What follows belongs to an exercise in optimizing a design on an open flow for small area; a production flow would make more cautious choices. The RTL was checked by simulation tests, not by an equivalence proof against the original design. The clock port is modelled as an ideal driver; clocking choices that lean on that would not hold on a real chip. Power and IR drop assume default switching activity.

==> inputs of run G <==
## trace_codec
module trace_codec (
    input  wire        clk,
    input  wire        rst,
    input  wire        instruction_valid,
    input  wire        branch_taken,
    input  wire [31:0] branch_target,
    input  wire        trap,
    input  wire        is_return,
    input  wire        is_indirect_jump,
    input  wire        retire_valid,
    input  wire        writeback_valid,
    input  wire [4:0]  writeback_register,
    input  wire [31:0] writeback_value,
    input  wire        breakpoint_valid,
    input  wire [3:0]  breakpoint_reason,
    output wire [4:0]  enc_count,
    output wire [63:0] enc_data,
    input  wire [63:0] dec_window,
    input  wire [4:0]  dec_avail,
    output wire        dec_ok,
    output wire [1:0]  dec_fault,
    output wire [4:0]  dec_consumed,
    output wire        dec_seq_valid,
    output wire [2:0]  dec_seq,
    output wire        dec_branch_taken,
    output wire        dec_trap,
    output wire        dec_is_return,
    output wire        dec_is_indirect_jump,
    output wire        dec_pc_valid,
    output wire [31:0] dec_program_counter,
    output wire        dec_writeback_valid,
    output wire [4:0]  dec_writeback_register,
    output wire [31:0] dec_writeback_value,
    output wire        dec_breakpoint_valid,
    output wire [3:0]  dec_breakpoint_reason
);
==> module trace_decode, before the edit <==
module trace_decode (
    input  wire        clk,
    input  wire        rst,
    input  wire [63:0] window,
    input  wire [4:0]  avail,             
    output wire        ok,
    output reg  [1:0]  fault,             
    output reg  [4:0]  consumed,
    output wire        seq_valid,
    output reg  [2:0]  seq,
    output reg         branch_taken,
    output reg         trap,
    output reg         is_return,
    output reg         is_indirect_jump,
    output reg         pc_valid,
    output wire [31:0] program_counter,
    output reg         writeback_valid,
    output wire [4:0]  writeback_register,
    output wire [31:0] writeback_value,
    output reg         breakpoint_valid,
    output reg  [3:0]  breakpoint_reason
);
    wire [3:0] s0 = window[3:0];
    wire [3:0] s1 = window[7:4];
    wire [3:0] s2 = window[11:8];
    wire [3:0] s3 = window[15:12];
    wire [3:0] s4 = window[19:16];
    wire [3:0] s5 = window[23:20];
    wire [6:1] th;
    genvar x;
    generate
        for (x = 1; x <= 6; x = x + 1) begin : g_th
            assign th[x] = (avail >= x);
        end
    endgenerate
    wire [4:0] isc = {s4 == 4'hC, s3 == 4'hC, s2 == 4'hC, s1 == 4'hC, s0 == 4'hC};
    wire [2:0] isd = {s2 == 4'hD, s1 == 4'hD, s0 == 4'hD};
    wire [1:0] isn = {s1[3:2] == 2'b10, s0[3:2] == 2'b10};
    wire seqp = ~s0[3] & (|s0[2:0]);
    wire       nsp = seqp ? (th[2] & isn[1]) : isn[0];
    wire [1:0] nr  = seqp ? s1[1:0] : s0[1:0];
    wire q0 = ~seqp & ~nsp;
    wire q1 = seqp ^ nsp;
    wire q2 = seqp & nsp;
    wire [3:0] b2 = ({4{q0}} & s1) | ({4{q1}} & s2) | ({4{q2}} & s3);
    wire bkt  = (q0 & isd[0]) | (q1 & th[2] & isd[1]) | (q2 & th[3] & isd[2]);
    wire bkf  = (q0 & th[2]) | (q1 & th[3]) | (q2 & th[4]);
    wire bkp  = bkt & bkf;
    wire bktr = bkt & ~bkf;
    wire [4:0] r = bkp ? {q2, q1, q0, 2'b00} : {2'b00, q2, q1, q0};
    wire dt   = |(r & {th[5:2], 1'b1} & isc);
    wire rnin = |(r & th[6:2]);
    wire [3:0] rn = ({4{r[0]}} & s1) | ({4{r[1]}} & s2) | ({4{r[2]}} & s3) |
                    ({4{r[3]}} & s4) | ({4{r[4]}} & s5);
    wire [36:0] pay = ({37{r[0]}} & window[44:8])  | ({37{r[1]}} & window[48:12]) |
                      ({37{r[2]}} & window[52:16]) | ({37{r[3]}} & window[56:20]) |
                      ({37{r[4]}} & window[60:24]);
    wire [2:0] k = rn[2:0];
    wire klen = k[2] & k[1];
    wire [2:0] p3 = {r[4], r[3] | r[2], r[3] | r[1]};
    wire [4:0] dend = {2'd0, p3} + {1'b0, k, 1'b0} + 5'd2;
    wire dfit = ~(dend > avail);
    wire dok  = dt & rnin & ~klen & dfit;
    wire rsv  = s0[3] & s0[2] & s0[1];
    wire skip = ~(|s0);
    wire ftr  = bktr | (dt & ~rnin) | (dt & rnin & ~klen & ~dfit);
    wire fbl  = dt & rnin & klen;
    wire good = th[1] & ~rsv & ~ftr & ~fbl;
    wire [1:0] f = {th[1] & (ftr | fbl), th[1] & (rsv | fbl)};
    wire [4:0] c = ~good ? 5'd0 : dok ? dend : {2'd0, p3[2:1], p3[0] | skip};
    reg [2:0]  k_r;
    reg [36:0] pay_n;    
    always @(posedge clk) begin
        fault    <= rst ? 2'd0 : f;
        consumed <= rst ? 5'd0 : c;
    end
    always @(posedge clk) begin
        seq               <= seqp ? s0[2:0] : 3'd0;
        trap              <= nsp & (nr == 2'd0);
        is_return         <= nsp & (nr == 2'd1);
        is_indirect_jump  <= nsp & (nr == 2'd2);
        branch_taken      <= nsp & (nr == 2'd3);
        breakpoint_valid  <= bkp;
        breakpoint_reason <= bkp ? b2 : 4'd0;
        pc_valid          <= dok & ~rn[3];
        writeback_valid   <= dok & rn[3];
        k_r               <= k;
        pay_n             <= ~pay;
    end
    assign ok        = |consumed;
    assign seq_valid = |seq;
    wire [4:0] byte_en = {k_r > 3'd4, k_r > 3'd3, k_r > 3'd2, k_r > 3'd1, k_r > 3'd0};
    wire [4:0] pc_en   = byte_en & {5{pc_valid}};
    wire [4:0] wb_en   = byte_en & {5{writeback_valid}};
    genvar j;
    generate
        for (j = 0; j < 32; j = j + 1) begin : g_pc
            assign program_counter[j] = pc_en[j / 8] & ~pay_n[j];
        end
        for (j = 0; j < 37; j = j + 1) begin : g_wb
            if (j < 5) begin : g_reg
                assign writeback_register[j] = wb_en[0] & ~pay_n[j];
            end else begin : g_val
                assign writeback_value[j - 5] = wb_en[j / 8] & ~pay_n[j];
            end
        end
    endgenerate
endmodule
export LEC_CHECK = 0
export CAP_MARGIN = 0
export CORE_MARGIN = 2
export CORE_UTILIZATION = 33
export SLEW_MARGIN = 0
create_clock -name core_clock -period 30.0 [get_ports {clk}]
standard.sh (not shown) runs the stock make flow with config.mk's settings and CLKGATE_MAP_FILE= SYNTH_SCRIPT=/design/flow/synth_recipe.tcl, a recipe that flattens the netlist after the stock synthesis.
==> flow/flow/run.sh <==
#!/bin/bash
# Standard ORFS layout with these changes:
#  - after the standard synthesis, the logic between registers is re-mapped
#    for area by ABC (registers keep their names and cells);
#  - the port buffers use the smallest buffer cell;
#  - CTS inserts no dummy loads to balance the clock tree, and afterwards
#    each clock buffer is downsized where the clock slews allow it.
set -euo pipefail
R=orfs/results/sky130hd/trace_codec/base
LIB=$FLOW_HOME/platforms/sky130hd/lib/sky130_fd_sc_hd__tt_025C_1v80.lib
export BUFFER_PORTS_ARGS="-buffer_cell sky130_fd_sc_hd__buf_1"
# CTS buffers: config.mk's CTS_BUF_LIST, else clkbuf_16
CTS_BUFS=$(sed -n 's/^export CTS_BUF_LIST *= *//p' config.mk)
CTS_BUFS=${CTS_BUFS:-sky130_fd_sc_hd__clkbuf_16}
export POST_CTS_TCL="$PWD/flow/post_cts.tcl"
export CTS_ARGS="-sink_clustering_enable -repair_clock_nets -dont_use_dummy_load -buf_list {$CTS_BUFS}"
bash standard.sh synth > synth.log 2>&1
cp $R/1_2_yosys.v std_1_2_yosys.v
# a second starting point for the re-mapping: the same standard synthesis
# with ORFS's area script for ABC (same registers, other logic structure)
sed "s#WORK_HOME=$PWD/orfs #WORK_HOME=$PWD/orfs_area ABC_AREA=1 #" standard.sh > standard_area.sh
if grep -q orfs_area standard_area.sh && bash standard_area.sh synth > synth_area.log 2>&1; then
  cp orfs_area/results/sky130hd/trace_codec/base/1_2_yosys.v area_1_2_yosys.v || true
fi
# try each ABC script on each starting point (four at a time), keep the
# smallest netlist
i=0
for src in std area; do
  [[ -f ${src}_1_2_yosys.v ]] || continue
  for s in flow/abc_*.abc; do
    n=${src}_$(basename "$s" .abc)
    bash flow/resyn.sh "$PWD/${src}_1_2_yosys.v" "$PWD/resyn_$n.v" "$PWD/$s" "$LIB" "$PWD/flow/dont_use.txt" &
    i=$((i + 1))
    if (( i % 4 == 0 )); then wait; fi
  done
done
wait
# the registers must be the standard synthesis's, by name and cell
grep -E '^ *sky130_fd_sc_hd__df' std_1_2_yosys.v | sort > regs_std.txt
best=""
for f in resyn_*.v.stat; do
  n=${f#resyn_}; n=${n%.v.stat}
  a=$(grep 'Chip area for module' "$f" 2>/dev/null | awk '{print $NF}' || true)
  if [[ -z "$a" || ! -s "resyn_$n.v" ]]; then continue; fi
  grep -E '^ *sky130_fd_sc_hd__df' "resyn_$n.v" | sort > "regs_$n.txt" || true
  if ! cmp -s regs_std.txt "regs_$n.txt"; then echo "$n registers differ" >> resyn_areas.txt; continue; fi
  echo "$n $a" >> resyn_areas.txt
  if [[ -z "$best" ]] || awk -v a="$a" -v b="$best_a" 'BEGIN{exit !(a < b)}'; then best=$n; best_a=$a; fi
done
echo "chosen $best $best_a" >> resyn_areas.txt
if [[ -n "$best" ]]; then cp "resyn_$best.v" resyn.v; else cp std_1_2_yosys.v resyn.v; fi
grep -E '^ *sky130_fd_sc_hd__df' resyn.v | sort > regs_resyn.txt
cmp regs_std.txt regs_resyn.txt
cp resyn.v $R/1_2_yosys.v
rm -f $R/1_synth.odb
bash standard.sh synth > synth_odb.log 2>&1
bash standard.sh > standard.log 2>&1
Other scripts of this flow, unchanged in this note and not shown: flow/flow/abc_a.abc, flow/flow/abc_b.abc, flow/flow/abc_c.abc, flow/flow/abc_d.abc, flow/flow/abc_e.abc, flow/flow/abc_f.abc, flow/flow/abc_g.abc, flow/flow/abc_h.abc, flow/flow/abc_i.abc, flow/flow/abc_j.abc, flow/flow/abc_k.abc, flow/flow/abc_l.abc, flow/flow/dont_use.txt, flow/flow/post_cts.tcl, flow/flow/resyn.sh
==> run Y (differences from run G) <==
--- a/flow/design.v
+++ b/flow/design.v
@@ -99,8 +99,8 @@
     output wire        seq_valid,
     output reg  [2:0]  seq,
-    output reg         branch_taken,
-    output reg         trap,
-    output reg         is_return,
-    output reg         is_indirect_jump,
+    output wire        branch_taken,
+    output wire        trap,
+    output wire        is_return,
+    output wire        is_indirect_jump,
     output reg         pc_valid,
     output wire [31:0] program_counter,
@@ -160,4 +160,6 @@
     wire [4:0] c = ~good ? 5'd0 : dok ? dend : {2'd0, p3[2:1], p3[0] | skip};
     reg [2:0]  k_r;
+    reg        nsq_valid;
+    reg [1:0]  nsq_reason;
     reg [36:0] pay_n;    
     always @(posedge clk) begin
@@ -167,8 +169,6 @@
     always @(posedge clk) begin
         seq               <= seqp ? s0[2:0] : 3'd0;
-        trap              <= nsp & (nr == 2'd0);
-        is_return         <= nsp & (nr == 2'd1);
-        is_indirect_jump  <= nsp & (nr == 2'd2);
-        branch_taken      <= nsp & (nr == 2'd3);
+        nsq_valid         <= nsp;
+        nsq_reason        <= nr;
         breakpoint_valid  <= bkp;
         breakpoint_reason <= bkp ? b2 : 4'd0;
@@ -179,4 +179,8 @@
     end
     assign ok        = |consumed;
+    assign trap             = nsq_valid & (nsq_reason == 2'd0);
+    assign is_return        = nsq_valid & (nsq_reason == 2'd1);
+    assign is_indirect_jump = nsq_valid & (nsq_reason == 2'd2);
+    assign branch_taken     = nsq_valid & (nsq_reason == 2'd3);
     assign seq_valid = |seq;
     wire [4:0] byte_en = {k_r > 3'd4, k_r > 3'd3, k_r > 3'd2, k_r > 3'd1, k_r > 3'd0};
==> run P (differences from run G) <==
--- a/flow/design.v
+++ b/flow/design.v
@@ -99,8 +99,8 @@
     output wire        seq_valid,
     output reg  [2:0]  seq,
-    output reg         branch_taken,
-    output reg         trap,
-    output reg         is_return,
-    output reg         is_indirect_jump,
+    output wire        branch_taken,
+    output wire        trap,
+    output wire        is_return,
+    output wire        is_indirect_jump,
     output reg         pc_valid,
     output wire [31:0] program_counter,
@@ -160,4 +160,6 @@
     wire [4:0] c = ~good ? 5'd0 : dok ? dend : {2'd0, p3[2:1], p3[0] | skip};
     reg [2:0]  k_r;
+    reg        nsq_valid;
+    reg [1:0]  nsq_reason;
     reg [36:0] pay_n;    
     always @(posedge clk) begin
@@ -167,8 +169,6 @@
     always @(posedge clk) begin
         seq               <= seqp ? s0[2:0] : 3'd0;
-        trap              <= nsp & (nr == 2'd0);
-        is_return         <= nsp & (nr == 2'd1);
-        is_indirect_jump  <= nsp & (nr == 2'd2);
-        branch_taken      <= nsp & (nr == 2'd3);
+        nsq_valid         <= nsp;
+        nsq_reason        <= nr;
         breakpoint_valid  <= bkp;
         breakpoint_reason <= bkp ? b2 : 4'd0;
@@ -179,4 +179,8 @@
     end
     assign ok        = |consumed;
+    assign trap             = nsq_valid & (nsq_reason == 2'd0);
+    assign is_return        = nsq_valid & (nsq_reason == 2'd1);
+    assign is_indirect_jump = nsq_valid & (nsq_reason == 2'd2);
+    assign branch_taken     = nsq_valid & (nsq_reason == 2'd3);
     assign seq_valid = |seq;
     wire [4:0] byte_en = {k_r > 3'd4, k_r > 3'd3, k_r > 3'd2, k_r > 3'd1, k_r > 3'd0};
--- a/flow/config.mk
+++ b/flow/config.mk
@@ -8,4 +8,4 @@
 export CAP_MARGIN = 0
 export CORE_MARGIN = 2
-export CORE_UTILIZATION = 33
+export CORE_UTILIZATION = 25
 export SLEW_MARGIN = 0
==> comparison <==
- First-iteration DRC count, highest first: run Y, run P, run G.
- In run Y the die area is lower than in run G, by about 1.2%.
- The highest fmax belongs to run Y, the lowest to run G.
- The highest sequential share of layout area belongs to run G, the lowest to run P.
- In sequential power, run P and run G hardly differ.
- Of run P and run G, run G has the higher global-route usage (gap 5.1 points).
- The highest cell area belongs to run P, the lowest to run Y.
- In run G the combinational power is smaller than in run P, by 7.9%.
==> figures <==
item                                                                         run P                    run G                    run Y
Outcome                                                    complete, no violations  complete, no violations  complete, no violations
Final nets                                                                   1,197                    1,188                    1,199
Internal Pwr Total                                                        0.217 mW                 0.212 mW                 0.213 mW
Initial Util                                                                 0.256                    0.339                    0.338
Worst slew margin                                                            0.338                    0.183                    0.315
Max IR drop VDD                                                          0.0236 mV                0.0182 mV                0.0244 mV
Power density cells                                                   45.3 nW/um^2             43.8 nW/um^2             45.0 nW/um^2
Number of non-clock buffers                                                    310                      311                      312
Worst-case register-to-register setup slack                               28.96 ns                 28.87 ns                 28.97 ns
Highest metal used                                                            met4                     met5                     met4
Filler cell count in the final layout                                        2,450                    1,793                    1,843
DRC violation total after the first TritonRoute iteration                    1,028                      533                    1,090
Core outline area                                                     21,900 sq um             16,700 sq um             16,600 sq um
Switching Share                                                              0.336                    0.329                    0.340
Detailed-routed wire length on met2                                        11.2 mm                  11.6 mm                  10.7 mm
Core occupancy in the finished layout                                        0.330                    0.432                    0.432
Total number of clock tree sinks                                               110                      111                      110
Required time of the critical path                                        30.25 ns                 30.34 ns                 30.37 ns

port drivers added, routing unchanged:
No port has a modelled driver above. Below, the same layouts with a new extraction and two added sets of constraints. Step 1, drivers: a clkbuf_16 drives clk and a buf_2 each remaining input, both assumed. Step 2 adds t to the input delays and takes it off the output delays; t is the mean of the earliest and latest rising clock arrival at the registers after step 1. Input paths then give back, and output paths get back, about the clock's delay inside the block. Slacks: no drivers / after step 1 / after step 2; pairs: no drivers / after step 1.
run | t (ns) | setup WS [ns] | hold slack, ns | latest minus earliest clock arrival (ns)
run G | 0.502 | 17.997 / 17.994 / 17.492 | 0.462 / 0.462 / 0.462 | 0.026 / 0.027
run Y | 0.519 | 18.559 / 18.572 / 18.053 | 0.458 / 0.458 / 0.458 | 0.026 / 0.026
run P | 0.409 | 18.287 / 18.301 / 17.892 | 0.468 / 0.468 / 0.468 | 0.030 / 0.030
After both steps setup and hold are still met in every run listed. For run Y, which loses most, drivers alone change the setup slack by +0.013 ns; drivers and shift together by -0.506 ns.
